From an optimization exercise on the open Yosys and OpenROAD flow, aimed at small area, a short achievable clock period and few clock cycles per item; shortcuts taken in it are not production practice.
RTL that was checked went through simulation tests only; none was proved equivalent to the original.
No activity file was given, so power comes from the tool's default toggle rates.

==> build 65 <==
Design hme_refine, start of the top module:
module hme_refine (
    input  wire         clk,
    input  wire         rst,
    input  wire         start,
    input  wire         level,           
    input  wire [4:0]   grid_rows_m1,    
    input  wire [4:0]   grid_cols_m1,    
    output reg          busy,
    output reg          done,
    output reg          seed_req,
    output reg  [4:0]   seed_mb_row,
    output reg  [4:0]   seed_mb_col,
    input  wire [6:0]   seed_dy,
    input  wire [6:0]   seed_dx,
    output wire         ref_req,
    output reg  [10:0]  ref_y,
    output reg  [10:0]  ref_x,
    input  wire [127:0] ref_row,
    output wire         tgt_req,
    output reg  [10:0]  tgt_y,
    output wire [10:0]  tgt_x,
    input  wire [127:0] tgt_row,
    output reg          res_valid,
    output wire [4:0]   res_mb_row,
    output wire [4:0]   res_mb_col,
    output wire [7:0]   res_dy,
    output wire [7:0]   res_dx,
    output wire [19:0]  res_cost
);
clock: 24.0 ns
lec_check: 0
cap_margin: 20
core_margin: 2
core_utilization: 25
place_density: 0.5
slew_margin: 20
standard.sh (not shown) runs the stock make flow with config.mk's settings and CLKGATE_MAP_FILE= SYNTH_SCRIPT=/design/flow/synth_recipe.tcl, a recipe that flattens the netlist after the stock synthesis.
==> flow/flow/run.sh <==
#!/bin/bash
# The standard layout, with plain buf_1 cells as the port buffers.
set -euo pipefail
bash standard.sh "BUFFER_PORTS_ARGS=-buffer_cell sky130_fd_sc_hd__buf_1" finish > make_finish.log 2>&1
==> inputs of build 46, as changes to build 65 <==
--- a/flow/design.v
+++ b/flow/design.v
@@ -31,23 +31,22 @@
     localparam S_SW1  = 3'd1;    
     localparam S_SW2  = 3'd2;    
     localparam S_LOAD = 3'd3;    
     localparam S_RUN  = 3'd4;    
     localparam S_FIN  = 3'd5;    
     reg [2:0] state;
+    reg       idle;              
     reg       lvl1;
     reg [4:0] gr_m1, gc_m1;
     reg [4:0]  mb_r, mb_c;       
     reg [6:0]  tgt_xh;           
     reg [3:0]  cand;             
+    reg [3:0]  p_cand;           
     reg        cid;              
     reg        first;            
     reg [7:0]  uy, ux;           
-    reg [6:0]  nsy, nsx;         
-    reg        sp;               
-    reg        pf;               
     reg        req;
     assign ref_req = req;
     assign tgt_req = req;
     assign tgt_x = {tgt_xh, 4'd0};
     wire last_mb_c = (mb_c == gc_m1);
     wire last_mb_r = (mb_r == gr_m1);
@@ -55,14 +54,12 @@
     wire [4:0] nx_r = last_mb_c ? mb_r + 5'd1 : mb_r;
     wire [4:0] nx_c = last_mb_c ? 5'd0 : mb_c + 5'd1;
     wire [10:0] s_size = lvl1 ? 11'd32 : 11'd64;
     wire [7:0]  s_vec  = lvl1 ? 8'd32 : 8'd64;
     wire [10:0] ty  = lvl1 ? {1'b0, mb_r, 5'd0} : {mb_r, 6'd0};
     wire [10:0] tx  = lvl1 ? {1'b0, mb_c, 5'd0} : {mb_c, 6'd0};
-    wire [10:0] nty = lvl1 ? {1'b0, nx_r, 5'd0} : {nx_r, 6'd0};
-    wire [10:0] ntx = lvl1 ? {1'b0, nx_c, 5'd0} : {nx_c, 6'd0};
     wire seg_last = lvl1 ? tgt_xh[0] : (tgt_xh[1:0] == 2'b11);
     wire row_last = lvl1 ? (tgt_y[4:0] == 5'd31) : (tgt_y[5:0] == 6'd63);
     wire blk_last = seg_last & row_last;
     wire up_ok = (mb_r != 5'd0);
     wire dn_ok = !last_mb_r;
     wire lf_ok = (mb_c != 5'd0);
@@ -99,40 +96,58 @@
     end
     wire [1:0] na = (ncand <= 4'd3) ? 2'd0 : (ncand <= 4'd6) ? 2'd1 : 2'd2;
     wire [1:0] nb = (ncand == 4'd1 || ncand == 4'd4 || ncand == 4'd7) ? 2'd0 :
                     (ncand == 4'd2 || ncand == 4'd5 || ncand == 4'd8) ? 2'd1 : 2'd2;
     wire [10:0] n_oy = (na == 2'd0) ? ty - s_size : (na == 2'd1) ? ty : ty + s_size;
     wire [10:0] n_ox = (nb == 2'd0) ? tx - s_size : (nb == 2'd1) ? tx : tx + s_size;
-    wire [7:0] nuy = {nsy, 1'b0};
-    wire [7:0] nux = {nsx, 1'b0};
     wire kill;
     reg  g_cid;
     wire ab = kill & (g_cid == cid);
     wire cand_end = blk_last | ab;
     wire [6:0] rx_back = ref_x[10:4] - (lvl1 ? 7'd1 : 7'd3);
     reg        d1_v, d1_first, d1_last, d1_fin, d1_cid;
-    reg [3:0]  d1_cand;
+    reg        d1_seed;
     reg        d2_v, d2_first, d2_last, d2_fin, d2_cid;
-    reg [3:0]  d2_cand;
+    reg        d2_seed;
     reg [8:0]  ad [0:15];        
     reg        d3_v, d3_first, d3_last, d3_fin, d3_cid;
-    reg [3:0]  d3_cand;
+    reg        d3_seed;
     reg [11:0] ss_a, ss_b;
     reg        g_v, g_first, g_last, g_fin;
-    reg [3:0]  g_cand;
+    reg        g_seed;
     reg  [19:0] acc;
     reg         dead;
     reg  [19:0] thr;             
     reg  [7:0]  b_dy, b_dx;      
     reg  [4:0]  b_r, b_c;        
     reg         have;            
     assign res_mb_row = b_r;
     assign res_mb_col = b_c;
     assign res_dy     = b_dy;
     assign res_dx     = b_dx;
     assign res_cost   = thr;
+    function [8:0] add_nb;
+        input [7:0] a, b;
+        reg   [7:0] g, p, g1, p1, g2, p2, g3;
+        integer i;
+        begin
+            g = a & ~b;
+            p = ~(a ^ b);
+            for (i = 0; i < 8; i = i + 1) begin
+                g1[i] = (i >= 1) ? g[i] | (p[i] & g[i-1]) : g[i];
+                p1[i] = (i >= 1) ? p[i] & p[i-1] : p[i];
+            end
+            for (i = 0; i < 8; i = i + 1) begin
+                g2[i] = (i >= 2) ? g1[i] | (p1[i] & g1[i-2]) : g1[i];
+                p2[i] = (i >= 2) ? p1[i] & p1[i-2] : p1[i];
+            end
+            for (i = 0; i < 8; i = i + 1)
+                g3[i] = (i >= 4) ? g2[i] | (p2[i] & g2[i-4]) : g2[i];
+            add_nb = {g3[7], p ^ {g3[6:0], 1'b0}};
+        end
+    endfunction
     integer k;
     wire [7:0]  ax [0:15];
     wire [15:0] ac;
     genvar gi;
     generate
         for (gi = 0; gi < 16; gi = gi + 1) begin : g_abs
@@ -413,37 +428,34 @@
     assign dt270 = (dt248 & dt249) | (dt248 & dt194) | (dt249 & dt194);
     assign dt271 = dt250 ^ dt230;
     assign dt272 = dt250 & dt230;
     wire [11:0] t_a = {dt272, dt270, dt268, dt266, dt264, dt262, dt260, dt258, dt256, dt254, dt252, dt251};
     wire [11:0] t_b = {1'b0, dt271, dt269, dt267, dt265, dt263, dt261, dt259, dt257, dt255, dt253, ac[15]};
     wire        live    = g_v & (g_first | ~dead);
-    wire        is_seed = (g_cand == 4'd0);
+    wire        is_seed = g_seed;
+    wire [3:0]  g_cand  = (g_cid == cid) ? cand : p_cand;
     assign      kill    = live & ~is_seed & (acc >= thr);
     wire        fin_ok  = live & ~kill & g_last;
     wire [1:0]  fa = (g_cand <= 4'd3) ? 2'd0 : (g_cand <= 4'd6) ? 2'd1 : 2'd2;
     wire [1:0]  fb = (g_cand == 4'd1 || g_cand == 4'd4 || g_cand == 4'd7) ? 2'd0 :
                      (g_cand == 4'd2 || g_cand == 4'd5 || g_cand == 4'd8) ? 2'd1 : 2'd2;
     wire [7:0]  f_vy = (fa == 2'd0) ? s_vec : (fa == 2'd1) ? 8'd0 : 8'd0 - s_vec;
     wire [7:0]  f_vx = (fb == 2'd0) ? s_vec : (fb == 2'd1) ? 8'd0 : 8'd0 - s_vec;
     always @(posedge clk) begin
         for (k = 0; k < 16; k = k + 1)
-            ad[k] <= {1'b0, ref_row[8*k +: 8]} + {1'b0, ~tgt_row[8*k +: 8]};
+            ad[k] <= add_nb(ref_row[8*k +: 8], tgt_row[8*k +: 8]);
         ss_a <= t_a;
         ss_b <= t_b;
         acc  <= (d3_first ? 20'd0 : acc) + {8'd0, ss_a} + {8'd0, ss_b};
-        {g_first, g_last, g_cid, g_cand} <= {d3_first, d3_last, d3_cid, d3_cand};
-        {d2_first, d2_last, d2_cid, d2_cand} <= {d1_first, d1_last, d1_cid, d1_cand};
-        {d3_first, d3_last, d3_cid, d3_cand} <= {d2_first, d2_last, d2_cid, d2_cand};
+        {g_first, g_last, g_cid, g_seed} <= {d3_first, d3_last, d3_cid, d3_seed};
+        {d2_first, d2_last, d2_cid, d2_seed} <= {d1_first, d1_last, d1_cid, d1_seed};
+        {d3_first, d3_last, d3_cid, d3_seed} <= {d2_first, d2_last, d2_cid, d2_seed};
         d1_first  <= first;
         d1_last   <= blk_last;
         d1_cid    <= cid;
-        d1_cand   <= cand;
-        if (sp) begin
-            nsy <= seed_dy;
-            nsx <= seed_dx;
-        end
+        d1_seed   <= (cand == 4'd0);
         if (fin_ok) begin
             thr <= acc;
             if (is_seed) begin
                 b_dy <= uy;
                 b_dx <= ux;
                 b_r  <= mb_r;
@@ -454,110 +466,108 @@
             end
         end
         if (kill)
             dead <= 1'b1;
         else if (g_v & g_first)
             dead <= 1'b0;
-        if (!busy) begin
+        if (idle) begin
             lvl1  <= level;
             gr_m1 <= grid_rows_m1;
             gc_m1 <= grid_cols_m1;
             mb_r  <= 5'd0;
             mb_c  <= 5'd0;
             seed_mb_row <= 5'd0;
             seed_mb_col <= 5'd0;
         end
-        if (state == S_LOAD || (state == S_RUN && cand_end && !nhas && !last_mb)) begin
-            if (state == S_RUN) begin
-                mb_r <= nx_r;
-                mb_c <= nx_c;
-            end
-            uy    <= nuy;
-            ux    <= nux;
-            ref_y <= (state == S_RUN ? nty : ty) - {{3{nuy[7]}}, nuy};
-            ref_x <= (state == S_RUN ? ntx : tx) - {{3{nux[7]}}, nux};
-            tgt_y <= state == S_RUN ? nty : ty;
-            tgt_xh <= state == S_RUN ? ntx[10:4] : tx[10:4];
-            cand  <= 4'd0;
-            cid   <= ~cid;
-            first <= 1'b1;
+        if (state == S_SW2 || (state == S_RUN && cand_end && !nhas && !last_mb)) begin
+            uy <= {seed_dy, 1'b0};
+            ux <= {seed_dx, 1'b0};
+        end
+        if (state == S_LOAD) begin
+            ref_y  <= ty - {{3{uy[7]}}, uy};
+            ref_x  <= tx - {{3{ux[7]}}, ux};
+            tgt_y  <= ty;
+            tgt_xh <= tx[10:4];
+            cand   <= 4'd0;
+            p_cand <= cand;
+            cid    <= ~cid;
+            first  <= 1'b1;
         end else if (state == S_RUN) begin
             first <= 1'b0;
-            if (pf && !last_mb) begin
+            if (!nhas) begin
                 seed_mb_row <= nx_r;
                 seed_mb_col <= nx_c;
             end
             if (!cand_end) begin
                 if (seg_last) begin
-                    ref_x <= {rx_back, ref_x[3:0]};
-                    ref_y <= ref_y + 11'd1;
-                    tgt_y <= tgt_y + 11'd1;
+                    ref_x  <= {rx_back, ref_x[3:0]};
+                    ref_y  <= ref_y + 11'd1;
+                    tgt_y  <= tgt_y + 11'd1;
                     tgt_xh <= tx[10:4];
                 end else begin
-                    ref_x <= ref_x + 11'd16;
+                    ref_x  <= ref_x + 11'd16;
                     tgt_xh <= tgt_xh + 7'd1;
                 end
             end else if (nhas) begin
-                ref_y <= n_oy;
-                ref_x <= n_ox;
-                tgt_y <= ty;
+                ref_y  <= n_oy;
+                ref_x  <= n_ox;
+                tgt_y  <= ty;
                 tgt_xh <= tx[10:4];
-                cand  <= ncand;
-                cid   <= ~cid;
-                first <= 1'b1;
+                cand   <= ncand;
+                p_cand <= cand;
+                cid    <= ~cid;
+                first  <= 1'b1;
+            end else if (!last_mb) begin
+                mb_r <= nx_r;
+                mb_c <= nx_c;
             end
         end
     end
     always @(posedge clk) begin
         if (rst) begin
             state     <= S_IDLE;
             busy      <= 1'b0;
+            idle      <= 1'b1;
             done      <= 1'b0;
             req       <= 1'b0;
             seed_req  <= 1'b0;
-            sp        <= 1'b0;
-            pf        <= 1'b0;
             d1_v <= 1'b0; d2_v <= 1'b0; d3_v <= 1'b0;
             d1_fin <= 1'b0; d2_fin <= 1'b0; d3_fin <= 1'b0;
             g_v <= 1'b0; g_fin <= 1'b0;
             res_valid <= 1'b0;
             have      <= 1'b0;
         end else begin
-            sp       <= seed_req;
-            seed_req <= 1'b0;
-            pf       <= 1'b0;
             d1_v   <= req;
             d1_fin <= (state == S_FIN);
             {d2_v, d2_fin} <= {d1_v, d1_fin};
             {d3_v, d3_fin} <= {d2_v, d2_fin};
             {g_v, g_fin}   <= {d3_v, d3_fin};
             case (state)
                 S_IDLE: begin
-                    if (start) begin
+                    if (start && idle) begin
                         busy     <= 1'b1;
+                        idle     <= 1'b0;
                         seed_req <= 1'b1;
                         state    <= S_SW1;
                     end
                 end
-                S_SW1: state <= S_SW2;
+                S_SW1: begin
+                    seed_req <= 1'b0;
+                    state    <= S_SW2;
+                end
                 S_SW2: state <= S_LOAD;
                 S_LOAD: begin
                     req   <= 1'b1;
-                    pf    <= 1'b1;
                     state <= S_RUN;
                 end
                 S_RUN: begin
-                    if (pf && !last_mb)
-                        seed_req <= 1'b1;
+                    seed_req <= !nhas && !last_mb;
                     if (cand_end && !nhas) begin
-                        if (!last_mb) begin
-                            pf <= 1'b1;
-                        end else begin
-                            req   <= 1'b0;
-                            state <= S_FIN;
-                        end
+                        req      <= 1'b0;
+                        seed_req <= 1'b0;
+                        state    <= last_mb ? S_FIN : S_LOAD;
                     end
                 end
                 S_FIN: state <= S_IDLE;
                 default: state <= S_IDLE;
             endcase
             res_valid <= 1'b0;
@@ -568,10 +578,11 @@
                 res_valid <= 1'b1;
             if (g_fin) begin
                 res_valid <= have;
                 have      <= 1'b0;
                 done      <= 1'b1;
                 busy      <= 1'b0;
+                idle      <= 1'b1;
             end
         end
     end
 endmodule
==> flow/flow/run.sh (replaced) <==
#!/bin/bash
# The standard layout, with plain buf_1 cells as the port buffers and larger
# clock-tree sink clusters without dummy loads.
set -euo pipefail
bash standard.sh "BUFFER_PORTS_ARGS=-buffer_cell sky130_fd_sc_hd__buf_1" \
  "CTS_ARGS=-sink_clustering_enable -repair_clock_nets -dont_use_dummy_load -sink_clustering_size 30 -sink_clustering_max_diameter 150" \
  finish > make_finish.log 2>&1
CORE_UTILIZATION = 45   (was 25)
PLACE_DENSITY = 0.65   (was 0.5)
==> qor summary <==
IR drop worst, VDD: build 46 143 uV; build 65 158 uV
Worst Setup Slack, final: build 46 17.73 ns; build 65 17.71 ns
Placed Area: build 46 0.0248 mm2; build 65 0.0265 mm2
Wire length of the first global-routing pass: build 46 90100 um; build 65 101000 um
Starting utilization of the core area: build 46 45.4%; build 65 25.3%
Result of the run: build 46 timing/DRC/antenna clean; build 65 timing/DRC/antenna clean
End of the critical path: build 46 ad[13][8]; build 65 busy
Count of sequential standard cells: build 46 360; build 65 383
Multi-input gate count: build 46 1444; build 65 1490
Synth Instances: build 46 2212; build 65 2285
Vias: build 46 16100; build 65 16600
Clock buffer instance count of the final layout: build 46 15; build 65 68
Sequential cell power: build 46 0.000875 W; build 65 0.000897 W
Multi-input gate area: build 46 0.0128 mm2; build 65 0.0132 mm2
WL met3: build 46 2500 um; build 65 3900 um
Net load switching power: build 46 0.00148 W; build 65 0.00162 W
Vias per cell: build 46 4.96; build 65 4.21
EDFF count, synth: build 46 113; build 65 123
Testbench counts of build 46, summed over its fixed seeds: cycles 162,841, mbs 337.
Function not checked in build 65: the RTL went through the layout flow alone.

[separate check: timing with driven ports]
The flow's constraints put no driver on any port. The routed layouts listed below were extracted and timed again, unchanged, in two steps. Step 1, drivers: a clkbuf_16 drives clk and a buf_2 each remaining input, both assumed. Step 2 adds t to the input delays and takes it off the output delays; t is the mean of the earliest and latest rising clock arrival at the registers after step 1. Input paths then give back, and output paths get back, about the clock's delay inside the block. a / b / c = ideal ports / drivers / drivers and shift; a / b = the first two.
run | t (ns) | setup slack, ns | clock arrival spread, ns | worst data-port slew with drivers (ns) | cell pins on the clock port's net
build 65 | 0.635 | 17.711 / 17.649 / 17.295 | 0.050 / 0.050 | 0.16 | 1
build 46 | 0.581 | 17.734 / 17.767 / 17.186 | 0.035 / 0.035 | 0.11 | 1
After both steps setup and hold are still met in every run listed. The setup slack of build 46, which loses most, moves by +0.033 ns with the drivers and by -0.548 ns with both steps.
